What follows belongs to an exercise in optimizing a design on an open flow for small area, a short achievable clock period and few clock cycles; a production flow would make more cautious choices. No functional check of the RTL was part of any run shown here. No activity file was given, so power comes from the tool's default toggle rates.

[flow/run.sh]
#!/bin/bash
# synth_recipe.tcl (not shown) runs the flow's synth.tcl, then flattens the netlist and writes it again
# the make line also repeats each setting of config.mk as NAME=value (left out here)
make -C /OpenROAD-flow-scripts/flow DESIGN_CONFIG=/design/flow/config.mk WORK_HOME=/design/flow/orfs CLKGATE_MAP_FILE= SYNTH_SCRIPT=/design/flow/synth_recipe.tcl finish
[flow/config.mk]
export PLATFORM = sky130hd
export DESIGN_NAME = ipc_core
export DESIGN_NICKNAME = ipc_core
export VERILOG_FILES = /design/flow/design.v
export SDC_FILE = /design/flow/constraint.sdc
export NUM_CORES = 4
export LEC_CHECK = 0
export CAP_MARGIN = 20
export CORE_MARGIN = 2
export CORE_UTILIZATION = 35
export PLACE_DENSITY = 0.6
export SLEW_MARGIN = 20
[flow/constraint.sdc]
create_clock -name core_clock -period 5.0 [get_ports {clk}]
set_input_delay 1.0000 -clock core_clock [delete_from_list [all_inputs] [get_ports {clk}]]
set_output_delay 1.0000 -clock core_clock [all_outputs]
set_load 0.01 [all_outputs]
[flow/design.v]
module ipc_core #(
    parameter LEFT_TH              = 2,
    parameter RIGHT_TH             = 1,
    parameter HAZARD_TH            = 1,
    parameter CNT_W                = 16,
    parameter BCNT_W               = 8,
    parameter DIR_W                = 8,
    parameter PERSIST_VERSION      = 16'h0001,
    parameter ADDR_W               = 16,
    parameter STORE_OFFSET         = 0,
    parameter MIN_SAVE_INTERVAL_MS = 32'd10000
) (
    input  wire          clk,
    input  wire          rst,
    input  wire          cmd_valid,
    output wire          cmd_ready,
    input  wire [15:0]   cmd,
    output wire          rsp_valid,
    output reg  [3:0]    rsp_status,
    input  wire          flag_1,
    input  wire          flag_2,
    input  wire          flag_buz,
    input  wire [31:0]   now_ms,
    input  wire [31:0]   wall_s,
    output reg  [1:0]    owner,
    output reg           left_led,
    output reg           right_led,
    output reg           buz_out,
    output wire [15:0]   buz_duty,
    output wire [7:0]    pat_byte,
    output reg           pat_valid,
    output reg           nv_req,
    output reg           nv_we,
    output wire [ADDR_W-1:0] nv_addr,
    output wire [7:0]    nv_len,
    output wire [159:0]  nv_wdata,
    input  wire          nv_done,
    input  wire          nv_ok,
    input  wire [159:0]  nv_rdata,
    output wire [15:0]   rec_version,
    output reg  [15:0]   rec_crc,
    output reg  [31:0]   power_on_count,
    output reg  [31:0]   runtime_minutes,
    output reg  [31:0]   service_count,
    output reg  [31:0]   last_service_ts
);
    localparam BPC   = 2;                
    localparam NSTEP = 16 / BPC;
    localparam IW    = (NSTEP > 1) ? $clog2(NSTEP) : 1;
    localparam [1:0] IDLE = 2'd0, LEFT = 2'd1, RIGHT = 2'd2, HAZARD = 2'd3;
    localparam [3:0] ST_OK = 4'h0, ST_CORRUPT = 4'h1, ST_IO_ERROR = 4'h2,
                     ST_NOT_DUE = 4'h3, ST_ILLEGAL = 4'hF;
    localparam [3:0] OP_ARB_TICK = 4'h1, OP_BUZ_DIR = 4'h2, OP_PAT_DIR = 4'h3,
                     OP_PS_LOAD = 4'h8, OP_PS_SAVE_NOW = 4'h9,
                     OP_PS_SAVE_IF_DUE = 4'hA, OP_PS_POWER_ON = 4'hB,
                     OP_PS_MINUTE = 4'hC, OP_PS_SERVICE = 4'hD;
    localparam [15:0] CRC_ZERO = 16'h6A0A;
    localparam [1:0] B_SAVE = 2'd0,      
                     B_NVW  = 2'd1,      
                     B_NVR  = 2'd2,      
                     B_LCHK = 2'd3;      
    reg        rdy;                      
    reg        rsp_v;
    reg [1:0]  bstate;
    reg        prev_l, prev_r, prev_h;
    reg        sup_l, sup_r, sup_h;
    reg        left_cnt;                 
    reg [3:0]  buz_started, buz_phase, buz_prev;
    reg [3:0]  bcnt0, bcnt1;             
    reg [6:0]  bcnt2;                    
    reg [5:0]  bcnt3;                    
    reg [1:0]  duty_sel;                 
    reg [7:0]  pat_last_dir;
    reg [2:0]  pat_step;
    reg        pat_prev;
    reg        dirty;
    reg [31:0] last_save_ms;
    reg [31:0] now_q;                    
    reg        ver_ok;                   
    reg [15:0] crc_acc;
    reg [IW-1:0] crc_idx;
    reg        crc_run;                  
    reg        crc_val;                  
    assign cmd_ready = rdy;
    assign rsp_valid = rsp_v;
    assign rec_version = PERSIST_VERSION;
    assign nv_wdata = {last_service_ts, service_count, runtime_minutes,
                       power_on_count, rec_crc, rec_version};
    assign nv_addr  = STORE_OFFSET;
    assign nv_len   = 8'd20;
    assign buz_duty = (duty_sel == 2'd1) ? 16'd750 :
                      (duty_sel == 2'd2) ? 16'd200 :
                      (duty_sel == 2'd3) ? 16'd1400 : 16'd0;
    reg [7:0] pat_lo, pat_hi;
    always @(*) begin
        case (pat_step)
            3'd1:    begin pat_lo = 8'h08; pat_hi = 8'h10; end
            3'd2:    begin pat_lo = 8'h0C; pat_hi = 8'h30; end
            3'd3:    begin pat_lo = 8'h0E; pat_hi = 8'h70; end
            3'd4:    begin pat_lo = 8'h0F; pat_hi = 8'hF0; end
            default: begin pat_lo = 8'h00; pat_hi = 8'h00; end
        endcase
    end
    assign pat_byte = ((pat_last_dir == 8'd1 || pat_last_dir == 8'd3) ? pat_lo : 8'h00) |
                      ((pat_last_dir == 8'd2 || pat_last_dir == 8'd3) ? pat_hi : 8'h00);
    wire [127:0] crc_bytes = {last_service_ts, service_count, runtime_minutes,
                              power_on_count};
    wire [8*BPC-1:0] crc_word = crc_bytes[crc_idx*8*BPC +: 8*BPC];
    function [15:0] crc16_byte;
        input [15:0] c_in;
        input [7:0]  b;
        integer k;
        reg [15:0] c;
        begin
            c = c_in ^ {b, 8'h00};
            for (k = 0; k < 8; k = k + 1)
                c = c[15] ? ({c[14:0], 1'b0} ^ 16'h1021) : {c[14:0], 1'b0};
            crc16_byte = c;
        end
    endfunction
    reg [15:0] crc_next;
    integer j;
    always @(*) begin
        crc_next = crc_acc;
        for (j = 0; j < BPC; j = j + 1)
            crc_next = crc16_byte(crc_next, crc_word[8*j +: 8]);
    end
    wire crc_last = crc_run && (crc_idx == NSTEP - 1);
    wire crc_ready = crc_val || crc_last;            
    wire [15:0] crc_cur = crc_val ? crc_acc : crc_next;
    wire       acc     = cmd_valid & rdy;
    wire [3:0] opcode  = cmd[15:12];
    wire [7:0] operand = cmd[7:0];
    wire       hi0     = (cmd[11:8] == 4'h0);
    wire       op0     = (operand == 8'd0);
    wire do_arb  = acc & hi0 & (opcode == OP_ARB_TICK) & (cmd[7:3] == 5'd0);
    wire do_buz  = acc & hi0 & (opcode == OP_BUZ_DIR);
    wire do_pat  = acc & hi0 & (opcode == OP_PAT_DIR);
    wire do_load = acc & hi0 & op0 & (opcode == OP_PS_LOAD);
    wire do_snow = acc & hi0 & op0 & (opcode == OP_PS_SAVE_NOW);
    wire do_sdue = acc & hi0 & op0 & (opcode == OP_PS_SAVE_IF_DUE);
    wire do_pon  = acc & hi0 & op0 & (opcode == OP_PS_POWER_ON);
    wire do_min  = acc & hi0 & op0 & (opcode == OP_PS_MINUTE);
    wire do_svc  = acc & hi0 & op0 & (opcode == OP_PS_SERVICE);
    wire legal   = do_arb | do_buz | do_pat | do_load | do_snow | do_sdue |
                   do_pon | do_min | do_svc;
    wire due      = dirty && ((now_ms - last_save_ms) >= MIN_SAVE_INTERVAL_MS);
    wire do_save  = do_snow | (do_sdue & due);       
    reg [1:0] a_owner;
    reg       a_sup_l, a_sup_r, a_sup_h;
    reg       a_left_led, a_right_led, a_left_cnt;
    reg       b_l, b_r, b_h;
    reg       rise_l, rise_r, rise_h, fall_l, fall_r, fall_h;
    reg       trig_l, trig_r, trig_h;
    always @(*) begin
        b_l = operand[0];
        b_r = operand[1];
        b_h = operand[2];
        a_owner     = owner;
        a_sup_l     = sup_l;
        a_sup_r     = sup_r;
        a_sup_h     = sup_h;
        a_left_led  = left_led;
        a_right_led = right_led;
        a_left_cnt  = left_cnt;
        rise_l = b_l & ~prev_l;  fall_l = ~b_l & prev_l;
        rise_r = b_r & ~prev_r;  fall_r = ~b_r & prev_r;
        rise_h = b_h & ~prev_h;  fall_h = ~b_h & prev_h;
        if (fall_l) a_sup_l = 1'b0;
        if (fall_r) a_sup_r = 1'b0;
        if (fall_h) a_sup_h = 1'b0;
        trig_l = rise_l & ~a_sup_l;
        trig_r = rise_r & ~a_sup_r;
        trig_h = rise_h & ~a_sup_h;
        if (trig_l) begin
            a_owner = LEFT;  a_sup_r = 1'b1; a_sup_h = 1'b1;
            a_left_cnt = 1'b0; a_right_led = 1'b0;
        end
        if (trig_r) begin
            a_owner = RIGHT; a_sup_l = 1'b1; a_sup_h = 1'b1;
            a_left_led = 1'b0;
        end
        if (trig_h) begin
            a_owner = HAZARD; a_sup_l = 1'b1; a_sup_r = 1'b1;
        end
        if (a_owner == LEFT && fall_l) begin
            a_owner = IDLE; a_left_led = 1'b0;
        end else if (a_owner == RIGHT && fall_r) begin
            a_owner = IDLE; a_right_led = 1'b0;
        end else if (a_owner == HAZARD && fall_h) begin
            a_owner = IDLE; a_left_led = 1'b0; a_right_led = 1'b0;
        end
        case (a_owner)
            IDLE: begin
                a_left_led = 1'b0; a_right_led = 1'b0;
                a_left_cnt = 1'b0;
            end
            LEFT: begin
                a_right_led = 1'b0;
                if (a_left_cnt) a_left_led = ~a_left_led;
                a_left_cnt = ~a_left_cnt;
            end
            RIGHT: begin
                a_left_led  = 1'b0;
                a_right_led = ~a_right_led;
            end
            default: begin
                a_left_led  = ~a_left_led;
                a_right_led = a_left_led;
            end
        endcase
    end
    wire       buz_in_range = (operand >= 8'd1) && (operand <= 8'd4);
    wire [1:0] buz_ci       = operand[1:0] - 2'd1;
    wire [3:0] buz_sel      = 4'b0001 << buz_ci;
    wire       buz_step     = (flag_buz != buz_prev[buz_ci]) && buz_started[buz_ci];
    wire       buz_ph       = buz_phase[buz_ci];
    wire [4:0] inc0 = bcnt0 + 1'b1;
    wire [4:0] inc1 = bcnt1 + 1'b1;
    wire [6:0] inc2 = bcnt2 + 1'b1;
    wire [5:0] inc3 = bcnt3 + 1'b1;
    wire [3:0] buz_end = {buz_phase[3] ? (inc3 == 6'd10) : (inc3 == 6'd40),
                          buz_phase[2] ? 1'b1            : (inc2 == 7'd100),
                          buz_phase[1] ? (inc1 == 5'd2)  : (inc1 == 5'd16),
                          buz_phase[0] ? (inc0 == 5'd2)  : (inc0 == 5'd16)};
    wire pat_in_range = (operand >= 8'd1) && (operand <= 8'd3);
    wire pat_flag     = (operand == 8'd2) ? flag_2 : flag_1;
    wire pat_new      = (operand != pat_last_dir);
    wire pat_adv      = !pat_new && pat_in_range && (pat_flag != pat_prev);
    always @(posedge clk) begin
        if (rst) begin
            rdy          <= 1'b1;
            rsp_v        <= 1'b0;
            rsp_status   <= ST_OK;
            bstate       <= B_SAVE;
            owner        <= IDLE;
            prev_l       <= 1'b0; prev_r <= 1'b0; prev_h <= 1'b0;
            sup_l        <= 1'b0; sup_r  <= 1'b0; sup_h  <= 1'b0;
            left_led     <= 1'b0;
            right_led    <= 1'b0;
            left_cnt     <= 1'b0;
            buz_started  <= 4'b0;
            buz_phase    <= 4'b0;
            buz_prev     <= 4'b0;
            bcnt0        <= 4'd0;
            bcnt1        <= 4'd0;
            bcnt2        <= 7'd0;
            bcnt3        <= 6'd0;
            buz_out      <= 1'b0;
            duty_sel     <= 2'd0;
            pat_step     <= 3'd0;
            pat_prev     <= 1'b0;
            pat_last_dir <= 8'd0;
            pat_valid    <= 1'b0;
            nv_req       <= 1'b0;
            nv_we        <= 1'b0;
            rec_crc         <= 16'h0000;
            power_on_count  <= 32'd0;
            runtime_minutes <= 32'd0;
            service_count   <= 32'd0;
            last_service_ts <= 32'd0;
            dirty           <= 1'b0;
            last_save_ms    <= 32'd0;
            now_q           <= 32'd0;
            ver_ok          <= 1'b0;
            crc_acc      <= CRC_ZERO;
            crc_idx      <= {IW{1'b0}};
            crc_run      <= 1'b0;
            crc_val      <= 1'b1;
        end else begin
            rsp_v     <= 1'b0;
            pat_valid <= 1'b0;
            if (crc_run) begin
                crc_acc <= crc_next;
                crc_idx <= crc_idx + 1'b1;
                if (crc_last) begin
                    crc_run <= 1'b0;
                    crc_val <= 1'b1;
                end
            end
            if (acc) begin
                rsp_status <= legal ? ST_OK : ST_ILLEGAL;
                rsp_v      <= 1'b1;
            end
            if (do_arb) begin
                owner     <= a_owner;
                sup_l     <= a_sup_l;
                sup_r     <= a_sup_r;
                sup_h     <= a_sup_h;
                left_led  <= a_left_led;
                right_led <= a_right_led;
                left_cnt  <= a_left_cnt;
                prev_l    <= b_l;
                prev_r    <= b_r;
                prev_h    <= b_h;
            end
            if (do_buz) begin
                if (buz_in_range) begin
                    duty_sel <= (buz_ci == 2'd0) ? 2'd1 : buz_ci;
                    if (!buz_started[buz_ci]) begin
                        buz_phase[buz_ci]   <= 1'b1;
                        buz_started[buz_ci] <= 1'b1;
                        buz_prev[buz_ci]    <= flag_buz;
                        buz_out             <= 1'b1;
                        case (buz_ci)
                            2'd0: bcnt0 <= 4'd0;
                            2'd1: bcnt1 <= 4'd0;
                            2'd2: bcnt2 <= 7'd0;
                            default: bcnt3 <= 6'd0;
                        endcase
                    end else if (buz_step) begin
                        buz_prev[buz_ci] <= flag_buz;
                        if (buz_end[buz_ci]) begin
                            buz_phase[buz_ci] <= ~buz_ph;
                            buz_out           <= ~buz_ph;
                        end
                        case (buz_ci)
                            2'd0: bcnt0 <= buz_end[0] ? 4'd0 : inc0[3:0];
                            2'd1: bcnt1 <= buz_end[1] ? 4'd0 : inc1[3:0];
                            2'd2: bcnt2 <= buz_end[2] ? 7'd0 : inc2;
                            default: bcnt3 <= buz_end[3] ? 6'd0 : inc3;
                        endcase
                    end
                end else begin
                    buz_out     <= 1'b0;
                    buz_started <= 4'b0;
                    buz_phase   <= 4'b0;
                    bcnt0       <= 4'd0;
                    bcnt1       <= 4'd0;
                    bcnt2       <= 7'd0;
                    bcnt3       <= 6'd0;
                end
            end
            if (do_pat) begin
                if (pat_new) begin
                    pat_step     <= 3'd0;
                    pat_last_dir <= operand;
                    if (pat_in_range) pat_prev <= pat_flag;
                    pat_valid    <= 1'b1;
                end else if (pat_adv) begin
                    pat_prev  <= pat_flag;
                    pat_step  <= (pat_step == 3'd4) ? 3'd0 : pat_step + 3'd1;
                    pat_valid <= 1'b1;
                end
            end
            if (do_min) begin
                runtime_minutes <= runtime_minutes + 32'd1;
                dirty           <= 1'b1;
            end
            if (do_svc) begin
                service_count   <= service_count + 32'd1;
                last_service_ts <= wall_s;
                dirty           <= 1'b1;
            end
            if (do_pon) begin
                power_on_count <= power_on_count + 32'd1;
                dirty          <= 1'b1;
            end
            if (do_min | do_svc | do_pon) begin
                crc_acc <= 16'hFFFF;
                crc_idx <= {IW{1'b0}};
                crc_run <= 1'b1;
                crc_val <= 1'b0;
            end
            if (do_sdue & !due) rsp_status <= ST_NOT_DUE;
            if (do_save | do_pon) now_q <= now_ms;
            if (do_save & crc_ready) begin
                rec_crc <= crc_cur;
                nv_req  <= 1'b1;
                nv_we   <= 1'b1;
                bstate  <= B_NVW;
                rsp_v   <= 1'b0;
                rdy     <= 1'b0;
            end else if (do_save | do_pon) begin
                bstate  <= B_SAVE;
                rsp_v   <= 1'b0;
                rdy     <= 1'b0;
            end
            if (do_load) begin
                nv_req <= 1'b1;
                nv_we  <= 1'b0;
                dirty  <= 1'b0;
                bstate <= B_NVR;
                rsp_v  <= 1'b0;
                rdy    <= 1'b0;
            end
            if (!rdy) begin
                case (bstate)
                B_SAVE: begin
                    if (crc_ready) begin
                        rec_crc <= crc_cur;
                        nv_req  <= 1'b1;
                        nv_we   <= 1'b1;
                        bstate  <= B_NVW;
                    end
                end
                B_NVW: begin
                    if (nv_done) begin
                        nv_req <= 1'b0;
                        if (nv_ok) begin
                            last_save_ms <= now_q;
                            dirty        <= 1'b0;
                            rsp_status   <= ST_OK;
                        end else begin
                            rsp_status   <= ST_IO_ERROR;
                        end
                        rsp_v <= 1'b1;
                        rdy   <= 1'b1;
                    end
                end
                B_NVR: begin
                    if (nv_done) begin
                        nv_req <= 1'b0;
                        if (nv_ok) begin
                            rec_crc         <= nv_rdata[31:16];
                            power_on_count  <= nv_rdata[63:32];
                            runtime_minutes <= nv_rdata[95:64];
                            service_count   <= nv_rdata[127:96];
                            last_service_ts <= nv_rdata[159:128];
                            ver_ok          <= (nv_rdata[15:0] == PERSIST_VERSION);
                            crc_acc         <= 16'hFFFF;
                            crc_idx         <= {IW{1'b0}};
                            crc_run         <= 1'b1;
                            crc_val         <= 1'b0;
                            bstate          <= B_LCHK;
                        end else begin
                            rec_crc         <= 16'h0000;
                            power_on_count  <= 32'd0;
                            runtime_minutes <= 32'd0;
                            service_count   <= 32'd0;
                            last_service_ts <= 32'd0;
                            crc_acc         <= CRC_ZERO;
                            crc_run         <= 1'b0;
                            crc_val         <= 1'b1;
                            rsp_status      <= ST_CORRUPT;
                            rsp_v           <= 1'b1;
                            rdy             <= 1'b1;
                        end
                    end
                end
                default: begin  
                    if (crc_last) begin
                        if (!ver_ok || crc_next != rec_crc) begin
                            rec_crc         <= 16'h0000;
                            power_on_count  <= 32'd0;
                            runtime_minutes <= 32'd0;
                            service_count   <= 32'd0;
                            last_service_ts <= 32'd0;
                            crc_acc         <= CRC_ZERO;
                            rsp_status      <= ST_CORRUPT;
                        end else begin
                            rsp_status      <= ST_OK;
                        end
                        rsp_v <= 1'b1;
                        rdy   <= 1'b1;
                    end
                end
                endcase
            end
        end
    end
endmodule
==> notes.md, run 1 <==
Routed WL 89350 um; commonest cells after routing, fill and taps aside clkdlybuf4s50_1, nand2_1, dfxtp_1; Post-CTS Setup Inserts 0; final hold violations 0; Worst R2R Path Depth 16; Max stage delay cell, worst path o41ai_1; Synth Area in XOR/XNOR 9.570%; area share of fa/ha/maj cells after synthesis 3.583%; CTS tree built; Achievable Freq 217.0 MHz; slew margin rel. 31.46%; drc violations 0; GRT Overall Usage 28.41%; design area 27670 um2; combinational family with the most area after synthesis simple AND/OR/NAND/NOR gates; Die Ht 245.8 um; peak supply drop 0.0001743 V; PortBufs 567; Max Cap Viol 0; Setup CP Type input pin to register; hold path startpoint now_q[20]; io pins 630; area delta synth->final 35.24%; Required @ worst endpoint 5.43 ns; reg-to-reg endpoint power_on_count[28]; crit-path leading delay family compound AO/OA/AOI/OAI gates; fin nets 3362; Final period util 92.19%; DR iter-0 viols 1721; WL/cell 23.23 um; reg2reg start crc_idx[0]; worst clock skew 0.01438 ns; crit start category input pin; total CTS buffers 37; placed inst area 26500 um2; Clock Latency Late Sink 0.56 ns; H-tree levels 2; ys flop type dfxtp_1; static leakage 9.779 nW; WP depth 19; Mean Syn Cell Area 7.974 um2; std cell rows 88; Hold WC Path Type register to register; count of different cell masters after synthesis 94; crit-path max FO 16; Worst Path Buf+Inv 6; Final min period 4.609 ns; setup repair after global routing missed its margin false; die area 60410 um2; outcome timing/DRC/antenna clean; clock sink total 301; power per cell area 201.4 nW/um2; Synth Area in Simple Gates 19.45%; worst-path cell chain clkdlybuf4s50_1 > inv_1 > ha_1 > inv_1 > fa_1 > a211oi_1 > o21bai_1 > a21oi_1 > xnor2_1 > a2111o_1 > a311oi_1 > buf_4 > o2111ai_1 > o41ai_1 > buf_4 > o32ai_2 > buf_12 > o21ai_0 > a21oi_1; dpl hpwl 71310 um; register bit total from synthesis 301; DRT antenna net count 0; final hold slack 0.4508 ns; Starting Density 35.46%; CP peak stage delay 0.44 ns; top cells by area, synth dfxtp_1, buf_4, nand2_1, mux2i_1, o21ai_0; Hold Buf Count CTS 0; PostCTS Resize Cnt 0; worst-case clock buffer depth 3; initial antenna violation count 5; number of global-route vias before repair 19670; Least-Margin Pin Slew 1.028 ns; synth warn 1; largest net degree at the start of global routing 94; critical path arrival 5.04 ns; grt ovf 0; vias after detailed routing 20766; Seq/Total Area, Yosys 29.45%; clock input transition at the sequential cells of the worst setup and hold paths 0.06 ns; Hold Path End last_save_ms[20]; compound-cell area share of the yosys netlist 17.54%; TritonRoute pass-1 iters 5; post-synthesis mux area share 8.384%; Die Wd 245.8 um; clk root buf clkbuf_16; EDFF count, synth 0; Final Util 47.96%; commonest non-fill, non-tap cell in the layout clkdlybuf4s50_1; Post-Syn Instances 2566; first-pass GRT wire length 128700 um; post-synth top area share 29.45%; r2r setup slk 0.43 ns; Worst setup EP type register; asr flop ratio synth 0%; Filler cells 5562; Max Slew Vio Count 0; Core ar. 57700 um2; RePlAce Congestion 0.9246; via/cell ratio 5.399; endpoints failing setup 0; area of the mapped netlist 20460 um2; share of post-route cells with drive strength above 1 9.513%; Hold Path Depth 2; Synth area leader dfxtp_1
[report_power, final]
group,leakage (nW),total (mW),switching [mW],internal (mW)
clock,0.573,2.63,1.10,1.52
sequential,2.43,2.40,0.00334,2.40
combinational,6.78,0.541,0.262,0.279
total,9.78,5.57,1.37,4.20
[metal layers]
metal | up-vias | global-route usage (%) | part of all wire, % | wire length, um
li1 | 9692 | - | - | -
met1 | 10032 | 38.13 | 44 | 38930
met2 | 933 | 46.55 | 46 | 41440
met3 | 105 | 6.472 | 8.2 | 7321
met4 | 4 | 5.686 | 1.8 | 1631
met5 | - | 0 | 0.027 | 24
[layout make-up]
cell class / count / area, um2 / share of cell area [%]
multi-input combinational: 1911 / 12240 / 44.25
timing repair buffer: 725 / 6988 / 25.25
sequential: 301 / 6030 / 21.79
clock buffer: 55 / 1106 / 3.997
tap: 765 / 957.2 / 3.459
inverter: 80 / 300.3 / 1.085
clock inverter: 8 / 43.79 / 0.1583
antenna: 1 / 2.502 / 0.009043
[worst reg2reg max path: cells and delay by family, from the launching register on]
family / cells / cell delay [ns]
AOI/OAI and AO/OA: 6 / 1.30
buffers and inverters: 5 / 1.05
xor gates and xnor gates: 3 / 1.05
DFF: 1 / 0.48
muxes: 1 / 0.39
and+or+nand+nor: 1 / 0.24
[how the worst max path moves through the flow]
stage                          start                 end  slack (ns)
after floorplan            now_ms[0]         rec_crc[11]        0.60
after global placement     now_ms[6]          rec_crc[7]       -0.06
after detailed placement   now_ms[0]          rec_crc[3]       -0.13
after CTS                 crc_idx[0]  power_on_count[28]        0.17
after global routing       now_ms[0]         rec_crc[14]        0.08
final                      now_ms[0]          rec_crc[3]        0.39
[stage by stage]
step                setup TNS [ns]  setup WS, ns  std cells  power (mW)
finish                           0        0.3907       3846       5.573
detailed placement          -1.731       -0.1275       3781       2.988
CTS                              0        0.1730       3844       5.618
global placement           -0.5386      -0.05898       3781       2.987
floorplan                        0        0.6049       2626       2.707
global route                     0       0.07852       3846       5.759
[state kept, by name, indices dropped and copies added (netlist names), 2 cells and up]
signal	count
buz_phase	4
now_q	32
bcnt3	6
last_save_ms	32
power_on_count	32
rec_crc	16
owner	2
service_count	32
last_service_ts	32
bstate	2
crc_acc	16
pat_step	3
rsp_status	4
pat_last_dir	8
runtime_minutes	32
buz_prev	4
bcnt0	4
bcnt1	4
bcnt2	7
crc_idx	3
buz_started	4
duty_sel	2
[cell usage after synthesis (all sizes together) (6+ instances only)]
| master | n |
|---|---|
| a2111oi | 6 |
| a221oi | 8 |
| nor2b | 24 |
| nand3b | 7 |
| a21oi | 172 |
| a32oi | 17 |
| o221ai | 6 |
| nand4 | 26 |
| or2 | 6 |
| o21ai | 224 |
| nand2 | 355 |
| mux2i | 109 |
| and2 | 20 |
| dfxtp | 301 |
| a211oi | 19 |
| mux2 | 24 |
| nor4b | 7 |
| nand3 | 59 |
| o21a | 10 |
| clkbuf | 92 |
| a21o | 22 |
| o22ai | 10 |
| nor2 | 195 |
| inv | 79 |
| mux4 | 15 |
| xnor3 | 14 |
| a31oi | 18 |
| and3 | 30 |
| or4 | 8 |
| xor2 | 73 |
| xnor2 | 96 |
| nand2b | 14 |
| buf | 242 |
| nor3 | 56 |
| o211ai | 25 |
| or3 | 21 |
| ha | 57 |
| nor4 | 17 |
[logic make-up after synthesis]
| kind of cell | after synthesis |
|---|---|
| AO/OA/AOI/OAI | 592 |
| XOR/XNOR | 188 |
| adder cells (fa/ha/maj) | 58 |
| buffers and inverters | 414 |
| flip-flops | 301 |
| multiplexers | 148 |
| other | 2 |
| AND/OR/NAND/NOR | 863 |
==> inputs of run 2 (changes only) <==
--- a/flow/design.v
+++ b/flow/design.v
@@ -128,4 +128,2 @@
     wire crc_last = crc_run && (crc_idx == NSTEP - 1);
-    wire crc_ready = crc_val || crc_last;            
-    wire [15:0] crc_cur = crc_val ? crc_acc : crc_next;
     wire       acc     = cmd_valid & rdy;
@@ -230,42 +228,3 @@
     always @(posedge clk) begin
-        if (rst) begin
-            rdy          <= 1'b1;
-            rsp_v        <= 1'b0;
-            rsp_status   <= ST_OK;
-            bstate       <= B_SAVE;
-            owner        <= IDLE;
-            prev_l       <= 1'b0; prev_r <= 1'b0; prev_h <= 1'b0;
-            sup_l        <= 1'b0; sup_r  <= 1'b0; sup_h  <= 1'b0;
-            left_led     <= 1'b0;
-            right_led    <= 1'b0;
-            left_cnt     <= 1'b0;
-            buz_started  <= 4'b0;
-            buz_phase    <= 4'b0;
-            buz_prev     <= 4'b0;
-            bcnt0        <= 4'd0;
-            bcnt1        <= 4'd0;
-            bcnt2        <= 7'd0;
-            bcnt3        <= 6'd0;
-            buz_out      <= 1'b0;
-            duty_sel     <= 2'd0;
-            pat_step     <= 3'd0;
-            pat_prev     <= 1'b0;
-            pat_last_dir <= 8'd0;
-            pat_valid    <= 1'b0;
-            nv_req       <= 1'b0;
-            nv_we        <= 1'b0;
-            rec_crc         <= 16'h0000;
-            power_on_count  <= 32'd0;
-            runtime_minutes <= 32'd0;
-            service_count   <= 32'd0;
-            last_service_ts <= 32'd0;
-            dirty           <= 1'b0;
-            last_save_ms    <= 32'd0;
-            now_q           <= 32'd0;
-            ver_ok          <= 1'b0;
-            crc_acc      <= CRC_ZERO;
-            crc_idx      <= {IW{1'b0}};
-            crc_run      <= 1'b0;
-            crc_val      <= 1'b1;
-        end else begin
+        begin
             rsp_v     <= 1'b0;
@@ -326,7 +285,2 @@
                     buz_started <= 4'b0;
-                    buz_phase   <= 4'b0;
-                    bcnt0       <= 4'd0;
-                    bcnt1       <= 4'd0;
-                    bcnt2       <= 7'd0;
-                    bcnt3       <= 6'd0;
                 end
@@ -366,4 +320,4 @@
             if (do_save | do_pon) now_q <= now_ms;
-            if (do_save & crc_ready) begin
-                rec_crc <= crc_cur;
+            if (do_save & crc_val) begin
+                rec_crc <= crc_acc;
                 nv_req  <= 1'b1;
@@ -389,4 +343,4 @@
                 B_SAVE: begin
-                    if (crc_ready) begin
-                        rec_crc <= crc_cur;
+                    if (crc_val) begin
+                        rec_crc <= crc_acc;
                         nv_req  <= 1'b1;
@@ -441,4 +395,4 @@
                 default: begin  
-                    if (crc_last) begin
-                        if (!ver_ok || crc_next != rec_crc) begin
+                    if (crc_val) begin
+                        if (!ver_ok || crc_acc != rec_crc) begin
                             rec_crc         <= 16'h0000;
@@ -460,2 +414,28 @@
         end
+        if (rst) begin
+            rdy          <= 1'b1;
+            rsp_v        <= 1'b0;
+            owner        <= IDLE;
+            prev_l       <= 1'b0; prev_r <= 1'b0; prev_h <= 1'b0;
+            sup_l        <= 1'b0; sup_r  <= 1'b0; sup_h  <= 1'b0;
+            left_led     <= 1'b0;
+            right_led    <= 1'b0;
+            left_cnt     <= 1'b0;
+            buz_started  <= 4'b0;
+            buz_out      <= 1'b0;
+            duty_sel     <= 2'd0;
+            pat_last_dir <= 8'd0;
+            pat_valid    <= 1'b0;
+            nv_req       <= 1'b0;
+            rec_crc         <= 16'h0000;
+            power_on_count  <= 32'd0;
+            runtime_minutes <= 32'd0;
+            service_count   <= 32'd0;
+            last_service_ts <= 32'd0;
+            dirty           <= 1'b0;
+            last_save_ms    <= 32'd0;
+            crc_acc      <= CRC_ZERO;
+            crc_run      <= 1'b0;
+            crc_val      <= 1'b1;
+        end
     end
==> run 2 against run 1 <==
Against the previous run:
- worst hold slack improved by 0.0014 ns
- total power increased by 4.6%
- still clean
- final cell count decreased by 5.9%
- register-to-register slack improved by 0.68 ns
- critical endpoint is now rec_crc[8]
==> notes.md, run 2 <==
outcome timing/DRC/antenna clean; PostCTS Resize Cnt 0; Setup CP Type input pin to register; top cells by area, synth dfxtp_1, edfxtp_1, buf_4, nand2_1, xnor2_1; asr flop ratio synth 0%; GRT Overall Usage 25.21%; number of global-route vias before repair 18316; vias after detailed routing 19191; Achievable Freq 226.2 MHz; std cell rows 87; Post-Syn Instances 2440; Max Cap Viol 0; crit start category input pin; critical path arrival 4.84 ns; H-tree levels 2; area delta synth->final 32.37%; WL/cell 21.60 um; ys flop type dfxtp_1; Setup WS post-layout 0.5783 ns; Max stage delay cell, worst path a2111oi_0; Seq/Total Area, Yosys 33.21%; register bit total from synthesis 301; Die Ht 243.8 um; Final TNS setup 0 ns; initial antenna violation count 9; largest net degree at the start of global routing 73; EDFF count, synth 66; RePlAce Congestion 0.9252; worst-path cell chain clkdlybuf4s50_1 > inv_1 > ha_1 > inv_1 > fa_1 > a21o_1 > a221oi_2 > buf_4 > and2_1 > o31ai_1 > a21oi_1 > xnor2_1 > a2111oi_0 > buf_4 > nand4_1 > buf_4 > a32oi_2 > buf_12 > o221ai_1; count of different cell masters after synthesis 83; CP peak stage delay 0.46 ns; peak supply drop 0.0001809 V; area of the mapped netlist 20130 um2; Hold Buf Count CTS 0; top cells by count, synth nand2_1, dfxtp_1, a21oi_1; Core ar. 56600 um2; via/cell ratio 5.304; crit-path max FO 32; static leakage 10.03 nW; share of post-route cells with drive strength above 1 7.105%; Final min period 4.422 ns; TritonRoute pass-1 iters 5; design area 26650 um2; Hold Path Depth 2; Clock Latency Late Sink 0.57 ns; endpoints failing setup 0; synth warn 1; Synth area leader dfxtp_1; setup repair after global routing missed its margin false; Required @ worst endpoint 5.42 ns; dpl hpwl 59980 um; clock input transition at the sequential cells of the worst setup and hold paths 0.05 ns; Least-Margin Pin Slew 0.8989 ns; most frequent cell after synthesis nand2_1; Final period util 88.43%; total CTS buffers 39; first-pass GRT wire length 115600 um; PortBufs 567; clock sink total 301; Worst setup EP type register; io pins 630; slew margin rel. 39.57%; commonest non-fill, non-tap cell in the layout clkdlybuf4s50_1; commonest cells after routing, fill and taps aside clkdlybuf4s50_1, nand2_1, dfxtp_1; post-synth top area share 23.37%; Setup WS pre-CTS 0.06853 ns; Mean Syn Cell Area 8.251 um2; Starting Density 35.57%; Hold WC Path Type register to register; DRT antenna net count 0; Die Wd 243.8 um; worst clock skew 0.02444 ns; CTS tree built; final hold slack 0.4522 ns; final hold violations 0; Post-CTS Setup Inserts 0; Worst R2R Path Depth 16; Max Slew Vio Count 0; die area 59460 um2; grt ovf 0; Filler cells 5524; clk root buf clkbuf_16; worst-case clock buffer depth 3; power per cell area 218.8 nW/um2; Routed WL 78140 um; DR iter-0 viols 1490; drc violations 0; most frequent CP cell buf_4; fin nets 3135; placed inst area 25360 um2
==> run 2: where the power goes <==
group | switching (mW) | internal [mW] | leakage, nW | total, mW
clock | 1.16 | 1.66 | 0.623 | 2.81
combinational | 0.258 | 0.274 | 6.91 | 0.532
sequential | 0.00220 | 2.48 | 2.50 | 2.48
total | 1.42 | 4.41 | 10.0 | 5.83
==> run 2: kinds of logic after synthesis <==
| family | after synthesis | synth area share, % |
|---|---|---|
| AOI/OAI and AO/OA | 522 | 15.26 |
| xor gates and xnor gates | 197 | 8.645 |
| adders and majority gates | 59 | 3.704 |
| buffers and inverters | 402 | 11.54 |
| DFF | 301 | 33.21 |
| muxes | 117 | 8.073 |
| other | 2 | 0.03730 |
| and+or+nand+nor | 840 | 19.53 |
==> run 2: final cells by class <==
| cell class | count | area [um2] | area share [%] |
|---|---|---|---|
| sequential | 301 | 6690 | 25.10 |
| timing repair buffer | 617 | 6083 | 22.83 |
| antenna | 5 | 12.51 | 0.04695 |
| inverter | 72 | 270.3 | 1.014 |
| clock buffer | 59 | 1151 | 4.319 |
| multi-input combinational | 1797 | 11370 | 42.68 |
| clock inverter | 11 | 122.6 | 0.4601 |
| tap | 756 | 945.9 | 3.549 |
==> run 2: routing by layer <==
layer	global-route usage, %	part of all wire [%]
met5	0	0.047
met4	6.420	2.0
met3	4.087	6.7
met2	40.68	47
met1	34.93	44
==> run 2: critical path: cells and delay by family <==
kind	cells	cell delay (ns)
and+or+nand+nor	2	0.23
AOI/OAI and AO/OA	7	1.64
xor gates and xnor gates	1	0.10
buffers and inverters	7	1.33
adders and majority gates	2	0.52
==> run 2: path summary, 6_finish.rpt <==
kind,slack (ns),start,endpoint
min,0.45,last_save_ms[26],last_save_ms[26]
max reg2reg,1.11,last_save_ms[4],rec_crc[8]
min reg2reg,0.45,last_save_ms[26],last_save_ms[26]
max,0.58,now_ms[0],rec_crc[8]
==> run 2: stage by stage <==
step | cells | power, mW | util, %
floorplan | 2500 | 2.797 | -
finish | 3618 | 5.830 | 47.08
detailed placement | 3543 | 3.063 | 44.81
global placement | 3543 | 3.061 | 44.81
CTS | 3613 | 5.895 | 47.06
global route | 3616 | 6.030 | 47.07
==> inputs of run 3 (changes only) <==
==> flow/flow/run.sh (new file) <==
#!/bin/bash
# The standard layout, with every input and output port buffered by a
# sky130_fd_sc_hd__buf_1 instead of the default port buffer cell.
set -euo pipefail
bash standard.sh BUFFER_PORTS_ARGS="-buffer_cell sky130_fd_sc_hd__buf_1" finish > standard_flow.log 2>&1
==> flow/standard.sh (new file) <==
#!/bin/bash
# synth_recipe.tcl (not shown) runs the flow's synth.tcl, then flattens the netlist and writes it again
# the make line also repeats each setting of config.mk as NAME=value (left out here)
make -C /OpenROAD-flow-scripts/flow DESIGN_CONFIG=/design/flow/config.mk WORK_HOME=/design/flow/orfs CLKGATE_MAP_FILE= SYNTH_SCRIPT=/design/flow/synth_recipe.tcl "${@:-finish}"
removed: flow/run.sh
==> run 3 against run 2 <==
Against the previous run:
- clock-buffer cell count fell by 9
- critical path type unchanged
- largest cell class unchanged
- synthesized area did not move
- still clean on timing, DRC and antenna
- clock power fell by 3%
- sequential power barely moved
- worst setup slack improved by 0.33 ns
==> notes.md, run 3 <==
WL/cell 20.08 um; CTS tree built; H-tree levels 2; Die Wd 243.8 um; first-pass GRT wire length 106200 um; reg2reg start last_save_ms[0]; area delta synth->final 14.06%; final hold slack 0.4527 ns; most frequent cell after synthesis nand2_1; DRT antenna net count 0; Die Ht 243.8 um; RePlAce Congestion 0.9158; synth warn 1; crit start category input pin; crit-path max FO 35; Hold Path End last_save_ms[23]; ys flop type dfxtp_1; asr flop ratio synth 0%; Hold WC Path Type register to register; PostCTS Resize Cnt 0; Clock Latency Late Sink 0.58 ns; drc violations 0; Achievable Freq 244.5 MHz; FF+latch area 6690 um2; design area 22960 um2; total CTS buffers 38; final hold violations 0; GRT Overall Usage 23.26%; Final Util 40.57%; Core ar. 56600 um2; Mean Syn Cell Area 8.251 um2; Max Cap Viol 0; placed inst area 21710 um2; commonest cells after routing, fill and taps aside buf_1, nand2_1, dfxtp_1; Synth area leader dfxtp_1; Max Slew Vio Count 0; Filler cells 5948; Worst setup EP type register; area of the mapped netlist 20130 um2; count of different cell masters after synthesis 83; Worst R2R Path Depth 16; EDFF count, synth 66; Seq/Total Area, Yosys 33.21%; Required @ worst endpoint 5.44 ns; top cells by count, synth nand2_1, dfxtp_1, a21oi_1; dpl hpwl 54700 um; Post-CTS Setup Inserts 0; footprint of the multi-input gates 11370 um2; top cells by area, synth dfxtp_1, edfxtp_1, buf_4, nand2_1, xnor2_1; largest net degree at the start of global routing 73; register bit total from synthesis 301; endpoints failing setup 0; Final TNS setup 0 ns; slew margin rel. 41.25%; r2r setup slk 1.12 ns; DR iter-0 viols 1441; number of global-route vias before repair 16975; Least-Margin Pin Slew 0.8813 ns; clock input transition at the sequential cells of the worst setup and hold paths 0.05 ns; Setup CP Type input pin to register; Hold Buf Count CTS 0; Starting Density 35.57%; static leakage 8.550 nW; outcome timing/DRC/antenna clean; power per cell area 244.1 nW/um2; commonest non-fill, non-tap cell in the layout buf_1; clock sink total 301; fin nets 3116; io pins 630; Hold Path Depth 2; PortBufs 567; share of post-route cells with drive strength above 1 6.380%; die area 59460 um2; post-synth top area share 23.37%; TritonRoute pass-1 iters 6; initial antenna violation count 13; Final period util 81.80%; std cell rows 87; worst-case clock buffer depth 3; clk root buf clkbuf_16; Post-Syn Instances 2440; critical path arrival 4.53 ns; worst clock skew 0.03229 ns; reg-to-reg endpoint nv_we; Final min period 4.090 ns; vias after detailed routing 18811; via/cell ratio 5.227; grt ovf 0; hold path startpoint last_save_ms[23]; peak supply drop 0.0001935 V; setup repair after global routing missed its margin false; Routed WL 72260 um
[run 3: worst max-delay path by stage]
stage	from	end	slack [ns]
after global routing	now_ms[0]	nv_we	0.37
after detailed placement	now_ms[0]	nv_we	0.38
after global placement	now_ms[0]	nv_we	0.46
after CTS	now_ms[0]	nv_we	1.00
final	now_ms[0]	nv_we	0.91
after floorplan	now_ms[0]	now_q[0]	0.29
[run 3: kinds of logic (layout without fill, tap and decap cells)]
family	count (synthesis)	count (layout)	synth area share [%]
simple gates	840	840	19.53
compound gates	522	522	15.26
buf+inv	402	739	11.54
flops	301	301	33.21
xor+xnor	197	197	8.645
mux	117	117	8.073
fa+ha+maj	59	59	3.704
other cells	2	68	0.03730
[run 3: routing by layer]
metal	up-vias	global-route usage, %	routed length [um]
li1	9027	-	-
met1	8940	33.05	32880
met2	739	35.78	32540
met4	6	6.313	1685
met5	-	0	34
met3	99	4.560	5124
[run 3: per-stage QoR]
step                setup WS, ns  std cells  power, mW
floorplan                 0.2928       2500      2.797
global placement          0.4650       3525      2.920
detailed placement        0.3817       3525      2.920
CTS                        1.001       3593      5.669
global route              0.3688       3597      5.809
finish                    0.9100       3599      5.605
[run 3: cell type report]
type	instances	share of cell area, %
Inverter	72	1.177
Antenna cell	6	0.06538
Multi-Input combinational cell	1797	49.53
Sequential cell	301	29.13
Clock buffer	50	4.468
Clock inverter	18	0.9045
Tap cell	756	4.119
Timing Repair Buffer	599	10.60
[run 3: worst max-delay path: stages]
cell	delay, ns
buf_1	0.08
inv_1	0.05
ha_1	0.15
inv_1	0.05
fa_1	0.36
a21o_1	0.21
a221oi_2	0.22
buf_4	0.18
a211oi_1	0.09
o211ai_1	0.30
a21oi_1	0.12
nor4b_1	0.29
nor4b_1	0.30
nand4_1	0.34
a32oi_2	0.33
buf_12	0.22
nor2b_1	0.15
o21ai_0	0.07
[run 3: power by group]
part           internal [mW]  switching [mW]
logic                  0.139           0.248
registers               2.48         0.00223
clock network           1.57            1.16
total                   4.19            1.41
==> inputs of run 4 (changes only) <==
--- a/flow/design.v
+++ b/flow/design.v
@@ -18,3 +18,3 @@
     output wire          rsp_valid,
-    output reg  [3:0]    rsp_status,
+    output wire [3:0]    rsp_status,
     input  wire          flag_1,
@@ -63,2 +63,3 @@
     reg        rsp_v;
+    reg [3:0]  rsp_st;
     reg [1:0]  bstate;
@@ -83,7 +84,9 @@
     reg        crc_val;                  
-    assign cmd_ready = rdy;
-    assign rsp_valid = rsp_v;
+    wire w_done = !rdy && (bstate == B_NVW) && nv_done;
+    assign cmd_ready  = rdy | w_done;
+    assign rsp_valid  = rsp_v | w_done;
+    assign rsp_status = w_done ? (nv_ok ? ST_OK : ST_IO_ERROR) : rsp_st;
     assign rec_version = PERSIST_VERSION;
     assign nv_wdata = {last_service_ts, service_count, runtime_minutes,
-                       power_on_count, rec_crc, rec_version};
+                       power_on_count, crc_acc, rec_version};
     assign nv_addr  = STORE_OFFSET;
@@ -128,3 +131,3 @@
     wire crc_last = crc_run && (crc_idx == NSTEP - 1);
-    wire       acc     = cmd_valid & rdy;
+    wire       acc     = cmd_valid & cmd_ready;
     wire [3:0] opcode  = cmd[15:12];
@@ -144,3 +147,4 @@
                    do_pon | do_min | do_svc;
-    wire due      = dirty && ((now_ms - last_save_ms) >= MIN_SAVE_INTERVAL_MS);
+    wire due      = dirty && !(w_done && nv_ok) &&
+                    ((now_ms - last_save_ms) >= MIN_SAVE_INTERVAL_MS);
     wire do_save  = do_snow | (do_sdue & due);       
@@ -239,4 +243,73 @@
             end
+            if (!rdy) begin
+                case (bstate)
+                B_SAVE: begin
+                    if (crc_val) begin
+                        nv_req  <= 1'b1;
+                        nv_we   <= 1'b1;
+                        bstate  <= B_NVW;
+                    end
+                end
+                B_NVW: begin
+                    rec_crc <= crc_acc;
+                    if (nv_done) begin
+                        nv_req <= 1'b0;
+                        if (nv_ok) begin
+                            last_save_ms <= now_q;
+                            dirty        <= 1'b0;
+                        end
+                        rdy <= 1'b1;
+                    end
+                end
+                B_NVR: begin
+                    if (nv_done) begin
+                        nv_req <= 1'b0;
+                        if (nv_ok) begin
+                            rec_crc         <= nv_rdata[31:16];
+                            power_on_count  <= nv_rdata[63:32];
+                            runtime_minutes <= nv_rdata[95:64];
+                            service_count   <= nv_rdata[127:96];
+                            last_service_ts <= nv_rdata[159:128];
+                            ver_ok          <= (nv_rdata[15:0] == PERSIST_VERSION);
+                            crc_acc         <= 16'hFFFF;
+                            crc_idx         <= {IW{1'b0}};
+                            crc_run         <= 1'b1;
+                            crc_val         <= 1'b0;
+                            bstate          <= B_LCHK;
+                        end else begin
+                            rec_crc         <= 16'h0000;
+                            power_on_count  <= 32'd0;
+                            runtime_minutes <= 32'd0;
+                            service_count   <= 32'd0;
+                            last_service_ts <= 32'd0;
+                            crc_acc         <= CRC_ZERO;
+                            crc_run         <= 1'b0;
+                            crc_val         <= 1'b1;
+                            rsp_st      <= ST_CORRUPT;
+                            rsp_v           <= 1'b1;
+                            rdy             <= 1'b1;
+                        end
+                    end
+                end
+                default: begin  
+                    if (crc_val) begin
+                        if (!ver_ok || crc_acc != rec_crc) begin
+                            rec_crc         <= 16'h0000;
+                            power_on_count  <= 32'd0;
+                            runtime_minutes <= 32'd0;
+                            service_count   <= 32'd0;
+                            last_service_ts <= 32'd0;
+                            crc_acc         <= CRC_ZERO;
+                            rsp_st      <= ST_CORRUPT;
+                        end else begin
+                            rsp_st      <= ST_OK;
+                        end
+                        rsp_v <= 1'b1;
+                        rdy   <= 1'b1;
+                    end
+                end
+                endcase
+            end
             if (acc) begin
-                rsp_status <= legal ? ST_OK : ST_ILLEGAL;
+                rsp_st <= legal ? ST_OK : ST_ILLEGAL;
                 rsp_v      <= 1'b1;
@@ -318,6 +391,5 @@
             end
-            if (do_sdue & !due) rsp_status <= ST_NOT_DUE;
-            if (do_save | do_pon) now_q <= now_ms;
+            if (do_sdue & !due) rsp_st <= ST_NOT_DUE;
+            if (do_snow | do_sdue | do_pon) now_q <= now_ms;
             if (do_save & crc_val) begin
-                rec_crc <= crc_acc;
                 nv_req  <= 1'b1;
@@ -333,2 +405,4 @@
             if (do_load) begin
+                crc_run <= 1'b0;                 
+                crc_val <= 1'b0;
                 nv_req <= 1'b1;
@@ -340,75 +414,2 @@
             end
-            if (!rdy) begin
-                case (bstate)
-                B_SAVE: begin
-                    if (crc_val) begin
-                        rec_crc <= crc_acc;
-                        nv_req  <= 1'b1;
-                        nv_we   <= 1'b1;
-                        bstate  <= B_NVW;
-                    end
-                end
-                B_NVW: begin
-                    if (nv_done) begin
-                        nv_req <= 1'b0;
-                        if (nv_ok) begin
-                            last_save_ms <= now_q;
-                            dirty        <= 1'b0;
-                            rsp_status   <= ST_OK;
-                        end else begin
-                            rsp_status   <= ST_IO_ERROR;
-                        end
-                        rsp_v <= 1'b1;
-                        rdy   <= 1'b1;
-                    end
-                end
-                B_NVR: begin
-                    if (nv_done) begin
-                        nv_req <= 1'b0;
-                        if (nv_ok) begin
-                            rec_crc         <= nv_rdata[31:16];
-                            power_on_count  <= nv_rdata[63:32];
-                            runtime_minutes <= nv_rdata[95:64];
-                            service_count   <= nv_rdata[127:96];
-                            last_service_ts <= nv_rdata[159:128];
-                            ver_ok          <= (nv_rdata[15:0] == PERSIST_VERSION);
-                            crc_acc         <= 16'hFFFF;
-                            crc_idx         <= {IW{1'b0}};
-                            crc_run         <= 1'b1;
-                            crc_val         <= 1'b0;
-                            bstate          <= B_LCHK;
-                        end else begin
-                            rec_crc         <= 16'h0000;
-                            power_on_count  <= 32'd0;
-                            runtime_minutes <= 32'd0;
-                            service_count   <= 32'd0;
-                            last_service_ts <= 32'd0;
-                            crc_acc         <= CRC_ZERO;
-                            crc_run         <= 1'b0;
-                            crc_val         <= 1'b1;
-                            rsp_status      <= ST_CORRUPT;
-                            rsp_v           <= 1'b1;
-                            rdy             <= 1'b1;
-                        end
-                    end
-                end
-                default: begin  
-                    if (crc_val) begin
-                        if (!ver_ok || crc_acc != rec_crc) begin
-                            rec_crc         <= 16'h0000;
-                            power_on_count  <= 32'd0;
-                            runtime_minutes <= 32'd0;
-                            service_count   <= 32'd0;
-                            last_service_ts <= 32'd0;
-                            crc_acc         <= CRC_ZERO;
-                            rsp_status      <= ST_CORRUPT;
-                        end else begin
-                            rsp_status      <= ST_OK;
-                        end
-                        rsp_v <= 1'b1;
-                        rdy   <= 1'b1;
-                    end
-                end
-                endcase
-            end
         end
==> run 4 against run 3 <==
Against the previous run:
- synthesized cell count increased by 0.37%
- register-to-register slack got worse by 0.24 ns
- cell area decreased by 0.41%
- critical path type unchanged
- largest cell class unchanged
- routed wire length increased by 9.8%
- synthesized area decreased by 1.8%
- sequential power about the same
- critical endpoint is now rsp_v
==> notes.md, run 4 <==
synth warn 1; static leakage 7.968 nW; CP peak stage delay 0.51 ns; Die Wd 241.7 um; Final min period 4.303 ns; # placed instances 3556; power per cell area 259.2 nW/um2; Switch Pwr 1.492 mW; ys flop type dfxtp_1; Required @ worst endpoint 5.48 ns; hold path startpoint rsp_st[2]; combinational share of power 8.8%; PostCTS Resize Cnt 0; Setup CP Type input pin to register; PortBufs 567; worst-path cell chain buf_1 > ha_1 > nand2_1 > or3_4 > o22ai_1 > o21ai_0 > a21o_1 > a2111o_1 > nor4_1 > and4_1 > a21oi_2 > or3b_4 > a211oi_2; worst clock skew 0.02273 ns; Hold Buf Count CTS 0; Synth area leader dfxtp_1; asr flop ratio synth 0%; Sw Ratio 25.18%; std cell rows 87; GRT Overall Usage 25.79%; Clock Latency Late Sink 0.56 ns; Seq/Total Area, Yosys 33.71%; reg2reg start last_save_ms[18]; Core ar. 56170 um2; dpl hpwl 60170 um; top cells by count, synth nand2_1, a21oi_1, dfxtp_1; first-pass GRT wire length 115500 um; total CTS buffers 38; post-synth top area share 23.69%; area of the mapped netlist 19780 um2; r2r setup slk 0.88 ns; commonest cells after routing, fill and taps aside buf_1, nand2_1, a21oi_1; Int Pwr 4.434 mW; CTS tree built; worst-case clock buffer depth 3; DR iter-0 viols 1801; Hold Path Depth 2; grt ovf 0; area delta synth->final 15.63%; commonest non-fill, non-tap cell in the layout buf_1; Clk pwr share 48.8%; crit-path max FO 9; Achievable Freq 232.4 MHz; EDFF count, synth 66; Worst R2R Path Depth 13; global route hottest layer met2; crit start category input pin; clock sink total 300; RePlAce Congestion 1.008; Post-CTS Setup Inserts 0; met2 Track Usage GR 39.43%; WL/cell 21.89 um; most frequent cell after synthesis nand2_1; Hold WC Path Type register to register; initial antenna violation count 4; Post-Syn Instances 2449; H-tree levels 2; sequential power share 42.4%; largest net degree at the start of global routing 95; Filler cells 5923; Starting Density 35.21%; Max Cap Viol 0; final hold violations 0; register bit total from synthesis 300; reg-to-reg endpoint rsp_v; die area 58430 um2; outcome timing/DRC/antenna clean; top cells by area, synth dfxtp_1, edfxtp_1, buf_4, a21oi_1, nand2_1; endpoints failing setup 0; TritonRoute pass-1 iters 6; drc violations 0; DRT antenna net count 0; setup repair after global routing missed its margin false; io pins 630; grt met1 use 36.75%; Hold Path End rsp_st[2]; count of different cell masters after synthesis 87; slew margin rel. 32.27%; Mean Syn Cell Area 8.076 um2; Least-Margin Pin Slew 1.014 ns; via/cell ratio 5.434; vias after detailed routing 19703; peak supply drop 0.0002266 V; Max stage delay cell, worst path nor4_1; Final TNS setup 0 ns; met3 Usage GRT 5.549%; Worst setup EP type register; Max Slew Vio Count 0; Die Ht 241.7 um; Routed WL 79360 um; clk root buf clkbuf_16; Layout Cells excl Fill 3626; fin nets 3147; Final period util 86.06%; critical path arrival 4.78 ns; number of global-route vias before repair 17533; share of post-route cells with drive strength above 1 6.172%; clock input transition at the sequential cells of the worst setup and hold paths 0.06 ns
==> run 4: logic make-up (layout without fill, tap and decap cells) <==
kind of cell,count (synthesis),count (layout),share of synthesized area (%)
simple gates,899,899,21.66
compound gates,610,610,18.54
buf+inv,392,751,11.23
flops,300,300,33.71
xor+xnor,112,112,5.074
mux,75,75,5.978
fa+ha+maj,59,59,3.771
other cells,2,64,0.03797
==> run 4: final cells by class <==
cell class / count / area, um2 / area share, %
antenna: 2 / 5.005 / 0.02188
sequential: 300 / 6669 / 29.16
multi-input combinational: 1817 / 11160 / 48.80
clock inverter: 13 / 178.9 / 0.7824
timing repair buffer: 614 / 2535 / 11.08
inverter: 69 / 259.0 / 1.133
clock buffer: 55 / 1116 / 4.880
tap: 756 / 945.9 / 4.136
==> run 4: critical path: cells and delay by family <==
kind	cells	cell delay, ns
and+or+nand+nor	5	1.92
AOI/OAI and AO/OA	6	1.28
adders and majority gates	1	0.50
buffers and inverters	1	0.09
==> run 4: worst max path at each step <==
stage | depth (start not counted) | endpoint | slack (ns) | start
floorplan | 5 | now_q[0] | 0.69 | cmd[7]
CTS | 13 | rsp_v | 0.77 | now_ms[18]
global placement | 13 | rsp_v | 0.32 | now_ms[18]
finish | 13 | rsp_v | 0.70 | now_ms[18]
global route | 13 | rsp_v | 0.60 | now_ms[18]
detailed placement | 13 | rsp_v | 0.18 | now_ms[18]
==> run 4: power groups by stage <==
stage / clock (mW) / combinational [mW] / sequential, mW
2_1_floorplan: 0 / 0.377 / 2.53
3_3_place_gp: 0 / 0.522 / 2.56
3_5_place_dp: 0 / 0.517 / 2.57
4_1_cts: 2.96 / 0.520 / 2.51
5_1_grt: 3.07 / 0.568 / 2.51
6_report: 2.89 / 0.524 / 2.51
==> run 4: routing by layer <==
| metal | up-vias | share of wire, % |
|---|---|---|
| met2 | 951 | 44 |
| met5 | - | 0.039 |
| met3 | 98 | 8.6 |
| li1 | 9328 | - |
| met4 | 4 | 2.2 |
| met1 | 9322 | 45 |
==> run 4: stage by stage <==
| step | worst slack (ns) | hold slack, ns | power (mW) | util (%) | cell area [um2] |
|---|---|---|---|---|---|
| 3_5_place_dp | 0.1758 | 0.4441 | 3.082 | 38.40 | 21570 |
| 4_1_cts | 0.7660 | 0.4532 | 5.991 | 40.71 | 22860 |
| 6_report | 0.6971 | 0.4508 | 5.927 | 40.72 | 22870 |
| 3_3_place_gp | 0.3166 | 0.4374 | 3.087 | 38.40 | 21570 |
| 2_1_floorplan | 0.6865 | 0.4295 | 2.909 | - | 20000 |
| 5_1_grt | 0.6018 | 0.4785 | 6.148 | 40.72 | 22870 |
==> inputs of run 5 (changes only) <==
--- a/flow/config.mk
+++ b/flow/config.mk
@@ -7,6 +7,8 @@
 export LEC_CHECK = 0
+export ABC_CLOCK_PERIOD_IN_PS = 3500
 export CAP_MARGIN = 20
 export CORE_MARGIN = 2
-export CORE_UTILIZATION = 35
-export PLACE_DENSITY = 0.6
+export CORE_UTILIZATION = 50
+export PLACE_DENSITY = 0.7
+export SETUP_SLACK_MARGIN = 1.0
 export SLEW_MARGIN = 20
==> run 5 against run 4 <==
Against the previous run:
- core utilization is 17 points higher
- routed wire length is 1.5% higher
- clock skew is 0.0070 ns higher
- total power is 3.6% lower
- via count is 3.6% higher
- fmax is 12% higher
- register-to-register slack better by 0.39 ns
- combinational power is 2% lower
- critical endpoint unchanged
==> notes.md, run 5 <==
io pins 630; worst-path cell chain buf_1 > ha_2 > a211o_1 > a21oi_1 > a21boi_1 > nand3_1 > xor2_1 > a2111o_1 > nor4_4 > and4_4 > a21oi_2 > or3b_4 > a211oi_2; register bit total from synthesis 300; std cell rows 72; Required @ worst endpoint 5.47 ns; Final min period 3.852 ns; fin nets 3136; share of post-route cells with drive strength above 1 6.200%; area of the mapped netlist 19780 um2; DR iter-0 viols 2025; commonest non-fill, non-tap cell in the layout buf_1; initial antenna violation count 32; Final period util 77.03%; top cells by area, synth dfxtp_1, edfxtp_1, buf_4, a21oi_1, nand2_1; total CTS buffers 35; Filler cells 3739; H-tree levels 2; GRT Overall Usage 37.25%; DRT antenna net count 0; grt ovf 0; CTS tree built; clk root buf clkbuf_16; Clock Latency Late Sink 0.57 ns; final hold violations 0; area delta synth->final 13.73%; clock input transition at the sequential cells of the worst setup and hold paths 0.06 ns; setup repair after global routing missed its margin false; via/cell ratio 6.006; Die Ht 202.9 um; number of global-route vias before repair 18302; Final TNS setup 0 ns; worst-case clock buffer depth 3; Worst Path Buf+Inv 1; Routed WL 80540 um; ys flop type dfxtp_1; post-synth top area share 23.69%; top cells by count, synth nand2_1, a21oi_1, dfxtp_1; final hold slack 0.4539 ns; endpoints failing setup 0; asr flop ratio synth 0%; Seq/Total Area, Yosys 33.71%; Synth area leader dfxtp_1; RePlAce Congestion 1.090; FF+latch area 6670 um2; PortBufs 567; most frequent cell after synthesis nand2_1; largest net degree at the start of global routing 85; count of different cell masters after synthesis 87; Hold WC Path Type register to register; first-pass GRT wire length 115300 um; Least-Margin Pin Slew 1.044 ns; peak supply drop 0.0002773 V; Die Wd 202.9 um; static leakage 7.879 nW; synth warn 1; Starting Density 50.94%; crit-path max FO 7; Max stage delay cell, worst path or3b_4; Post-Syn Instances 2449; Achievable Freq 259.6 MHz; outcome timing/DRC/antenna clean; critical path arrival 4.32 ns; CP peak stage delay 0.41 ns; Setup CP Type input pin to register; Worst setup EP type register; drc violations 0; worst clock skew 0.02976 ns; TritonRoute pass-1 iters 6; crit-path leading delay family compound AO/OA/AOI/OAI gates; Max Slew Vio Count 0; EDFF count, synth 66; commonest cells after routing, fill and taps aside buf_1, nand2_1, a21oi_1; slew margin rel. 30.30%; Mean Syn Cell Area 8.076 um2; power per cell area 254.0 nW/um2; Core ar. 38830 um2; crit start category input pin; footprint of the multi-input gates 11220 um2; die area 41160 um2; clock sink total 300; WL/cell 23.70 um; Max Cap Viol 0; vias after detailed routing 20408; dpl hpwl 61380 um
## run 5: cell counts after synthesis
No cell type changed its count.
## run 5: layout make-up
class | count | area share, %
multi-input combinational | 1817 | 49.86
inverter | 69 | 1.151
clock inverter | 12 | 0.6341
tap | 518 | 2.881
antenna | 25 | 0.2781
clock buffer | 51 | 4.617
timing repair buffer | 606 | 10.92
sequential | 300 | 29.65
## run 5: path summary, 6_finish.rpt
path                            to             start  slack, ns  depth (start not counted)
setup / recovery             rsp_v        now_ms[12]       1.15                         13
hold / removal    last_save_ms[13]  last_save_ms[13]       0.45                          2
setup reg to reg       crc_acc[15]        crc_idx[0]       1.27                         10
hold reg to reg   last_save_ms[13]  last_save_ms[13]       0.45                          2
## run 5: cells by family (layout without fill, tap and decap cells)
kind of cell,count (synthesis),count (layout),share of synthesized area (%)
multiplexers,75,75,5.978
adder cells (fa/ha/maj),59,59,3.771
other,2,87,0.03797
AO/OA/AOI/OAI,610,610,18.54
buffers and inverters,392,738,11.23
AND/OR/NAND/NOR,899,899,21.66
XOR/XNOR,112,112,5.074
flip-flops,300,300,33.71
## run 5: tightest hold or removal path, stage by stage, from the launching register on
cell and delay (ns):
dfxtp_1 0.31, nand2_1 0.05, a21oi_1 0.05
## run 5: layer usage
metal | track usage [%] | wire (um) | vias up
li1 | - | - | 9318
met1 | 44.25 | 29880 | 9671
met2 | 59.41 | 37060 | 1182
met3 | 6.533 | 6720 | 237
met4 | 30.03 | 6878 | 0
met5 | 0 | 0 | -
## run 5: through the flow
stage / area (um2) / utilization (%) / power [mW] / instances / setup slack (ns)
final: 22490 / 57.93 / 5.714 / 3398 / 1.148
after global routing: 22490 / 57.91 / 5.859 / 3395 / 1.005
after global placement: 21170 / 54.51 / 3.056 / 3308 / 0.4462
after detailed placement: 21180 / 54.55 / 3.061 / 3309 / 0.3678
after floorplan: 20010 / - / 2.909 / 2509 / 1.028
after CTS: 22380 / 57.63 / 5.716 / 3372 / 1.047
## run 5: report_power, final
part	internal, mW	switching, mW
clock	1.60	1.09
sequential	2.48	0.0380
combinational	0.198	0.314
## run 5: timing repair
action / in CTS / in global routing
setup buffers: 0 / 1
resized for setup: 2 / 13
hold buffers: 0 / 0
pin swaps: 0 / 4
setup endpoints to repair: 1 / 5
==> inputs of run 6 (changes only) <==
--- a/flow/config.mk
+++ b/flow/config.mk
@@ -7,3 +7,3 @@
 export LEC_CHECK = 0
-export ABC_CLOCK_PERIOD_IN_PS = 3500
+export ABC_AREA = 1
 export CAP_MARGIN = 20
==> run 6 against run 5 <==
Against the previous run:
- clock power is 1% higher
- routed wire length grew 4.7%
- first-iteration DRC count is 35% higher
- sequential cell count did not move
- synthesized cell count increased by 31%
- worst setup slack gained 0.061 ns
- non-clock buffer count fell by 11
- cell area up 7.4%
- final cell count increased by 24%
- fmax rose by 1.6%
- core utilization is 1.6 points lower
- worst hold slack improved by 0.0024 ns
- critical endpoint is now rsp_status[1]
==> notes.md, run 6 <==
Final TNS setup 0 ns; placed inst area 22910 um2; Die Ht 212.0 um; EDFF count, synth 66; total power 5.853 mW; die area 44940 um2; reg2reg start crc_idx[0]; Max stage delay cell, worst path nor2_1; RePlAce Congestion 0.9810; Filler cells 4405; Achievable Freq 263.8 MHz; PortBufs 567; drc violations 0; setup repair after global routing missed its margin false; Final Util 56.34%; top cells by area, synth dfxtp_1, nand2_1, edfxtp_1, buf_4, inv_1; post-synth top area share 21.66%; largest net degree at the start of global routing 87; first-pass GRT wire length 122100 um; WP depth 8; clock input transition at the sequential cells of the worst setup and hold paths 0.05 ns; worst clock skew 0.01679 ns; crit start category register; Worst Path Buf+Inv 3; ys flop type dfxtp_1; TritonRoute pass-1 iters 8; r2r setup slk 1.35 ns; CTS tree built; share of post-route cells with drive strength above 1 4.034%; Seq/Total Area, Yosys 30.82%; commonest cells after routing, fill and taps aside nand2_1, buf_1, inv_1; io pins 630; Post-Syn Instances 3218; DRT antenna net count 0; top cells by count, synth nand2_1, inv_1, o21ai_0; vias after detailed routing 23370; Die Wd 212.0 um; Setup WS pre-CTS 1.084 ns; hold path startpoint buz_started[0]; CP peak stage delay 0.59 ns; register bit total from synthesis 300; clk root buf clkbuf_16; Starting Density 50.44%; clock sink total 300; power per cell area 242.2 nW/um2; H-tree levels 2; DR iter-0 viols 2724; peak supply drop 0.0002713 V; critical path arrival 2.79 ns; initial antenna violation count 18; asr flop ratio synth 0%; outcome timing/DRC/antenna clean; Final period util 75.80%; via/cell ratio 5.539; # placed instances 4137; worst-case clock buffer depth 3; design area 24160 um2; Clock Latency Late Sink 0.56 ns; dpl hpwl 65100 um; slew margin rel. 34.15%; Least-Margin Pin Slew 0.9878 ns; CP startpoint bstate[1]; Hold WC Path Type register to register; static leakage 9.721 nW; Layout Cells excl Fill 4219; worst-path cell chain inv_1 > ha_1 > nand2_1 > nor2_1 > inv_1 > nor2_1 > a21oi_1 > buf_1; Core ar. 42890 um2; grt ovf 0; CP Capture Point rsp_status[1]; Max Slew Vio Count 0; Worst setup EP type output port; Worst R2R Path Depth 18; reg-to-reg endpoint crc_acc[13]; fin nets 3898; Setup CP Type register to output port; Setup WS post-layout 1.210 ns; Final min period 3.790 ns; Max Cap Viol 0; WL/cell 19.99 um; Routed WL 84330 um; final hold slack 0.4563 ns; final hold violations 0; total CTS buffers 37; count of different cell masters after synthesis 72; area of the mapped netlist 21630 um2; crit-path max FO 7; number of global-route vias before repair 20306; GRT Overall Usage 35.96%; std cell rows 76; most frequent cell after synthesis nand2_1; Mean Syn Cell Area 6.722 um2; crit-path leading delay family simple AND/OR/NAND/NOR gates; Synth area leader dfxtp_1; synth warn 1; area delta synth->final 11.70%; endpoints failing setup 0; Required @ worst endpoint 4.00 ns; commonest non-fill, non-tap cell in the layout nand2_1
==> run 6: layout make-up <==
| type | instances | area (um2) | area share (%) |
|---|---|---|---|
| antenna | 15 | 37.54 | 0.1554 |
| sequential | 300 | 6668 | 27.60 |
| clock buffer | 54 | 1072 | 4.438 |
| multi-input combinational | 2255 | 11640 | 48.17 |
| timing repair buffer | 595 | 2359 | 9.761 |
| inverter | 402 | 1516 | 6.276 |
| clock inverter | 13 | 138.9 | 0.5748 |
| tap | 585 | 732.0 | 3.029 |
==> run 6: routing by layer <==
metal	wire length, um	track usage, %	vias up	share of wire (%)
li1	-	-	11254	-
met1	35540	49.08	10720	42
met2	36310	54.08	1206	43
met3	8353	7.267	186	9.9
met4	4100	17.80	4	4.9
met5	25	0	-	0.030
==> run 6: where the power goes <==
group / switching [mW] / internal, mW / total [mW]
registers: 0.0105 / 2.49 / 2.50
clock network: 1.09 / 1.64 / 2.73
logic: 0.421 / 0.198 / 0.619
total: 1.52 / 4.33 / 5.85
==> run 6: what timing repair did <==
item,4_1_cts,5_1_grt
setup buffers,0,0
hold buffers,0,0
gates resized for setup,0,1
endpoints found under the setup margin,0,6
==> run 6: logic make-up after synthesis <==
family                   after synthesis  share of synthesized area [%]
flip-flops                           300                          30.82
AO/OA/AOI/OAI                        717                          18.51
other                                  2                        0.03472
multiplexers                           1                        0.04628
adder cells (fa/ha/maj)               59                          3.448
XOR/XNOR                              97                          4.223
buffers and inverters                723                          16.49
AND/OR/NAND/NOR                     1319                          26.43
==> run 6: tightest hold or removal path: stages (launching register included) <==
cell	delay [ns]
dfxtp_1	0.31
inv_1	0.05
a21oi_1	0.05
==> run 6: worst min path at each step <==
| stage | depth (start not counted) | slack (ns) | to |
|---|---|---|---|
| floorplan | 2 | 0.43 | buz_started[0] |
| global placement | 2 | 0.44 | last_save_ms[22] |
| global route | 2 | 0.47 | buz_started[2] |
| detailed placement | 2 | 0.45 | buz_started[0] |
| finish | 2 | 0.46 | buz_started[0] |
| CTS | 2 | 0.46 | buz_started[0] |

==> port drivers added, routing unchanged <==
No port has a modelled driver above. Below, the same layouts with a new extraction and two added sets of constraints.
Step 1, drivers: a clkbuf_16 drives clk and a buf_2 each remaining input, both assumed.
Step 2 adds t to the input delays and takes it off the output delays; t is the mean of the earliest and latest rising clock arrival at the registers after step 1. Input paths then give back, and output paths get back, about the clock's delay inside the block.
Three values: ideal ports, drivers, drivers and shift; two values: the first two.
run	t, ns	slack for setup (ns)	worst setup path after step 2	clock arrival spread, ns	cell pins on the clock port's net
run 1	0.609	0.391 / 0.428 / -0.181	input to register	0.015 / 0.015	1
run 2	0.612	0.578 / 0.611 / -0.001	input to register	0.024 / 0.024	1
run 3	0.620	0.910 / 0.946 / 0.326	input to register	0.035 / 0.034	1
run 4	0.605	0.697 / 0.732 / 0.128	input to register	0.025 / 0.025	1
run 5	0.603	1.148 / 1.177 / 0.574	input to register	0.030 / 0.029	1
run 6	0.615	1.210 / 1.146 / 1.016	input to register	0.018 / 0.017	1
With both steps, setup timing fails in run 1 and run 2, where it was met with ideal ports. For run 3, which loses most, drivers alone change the setup slack by +0.036 ns; drivers and shift together by -0.584 ns.
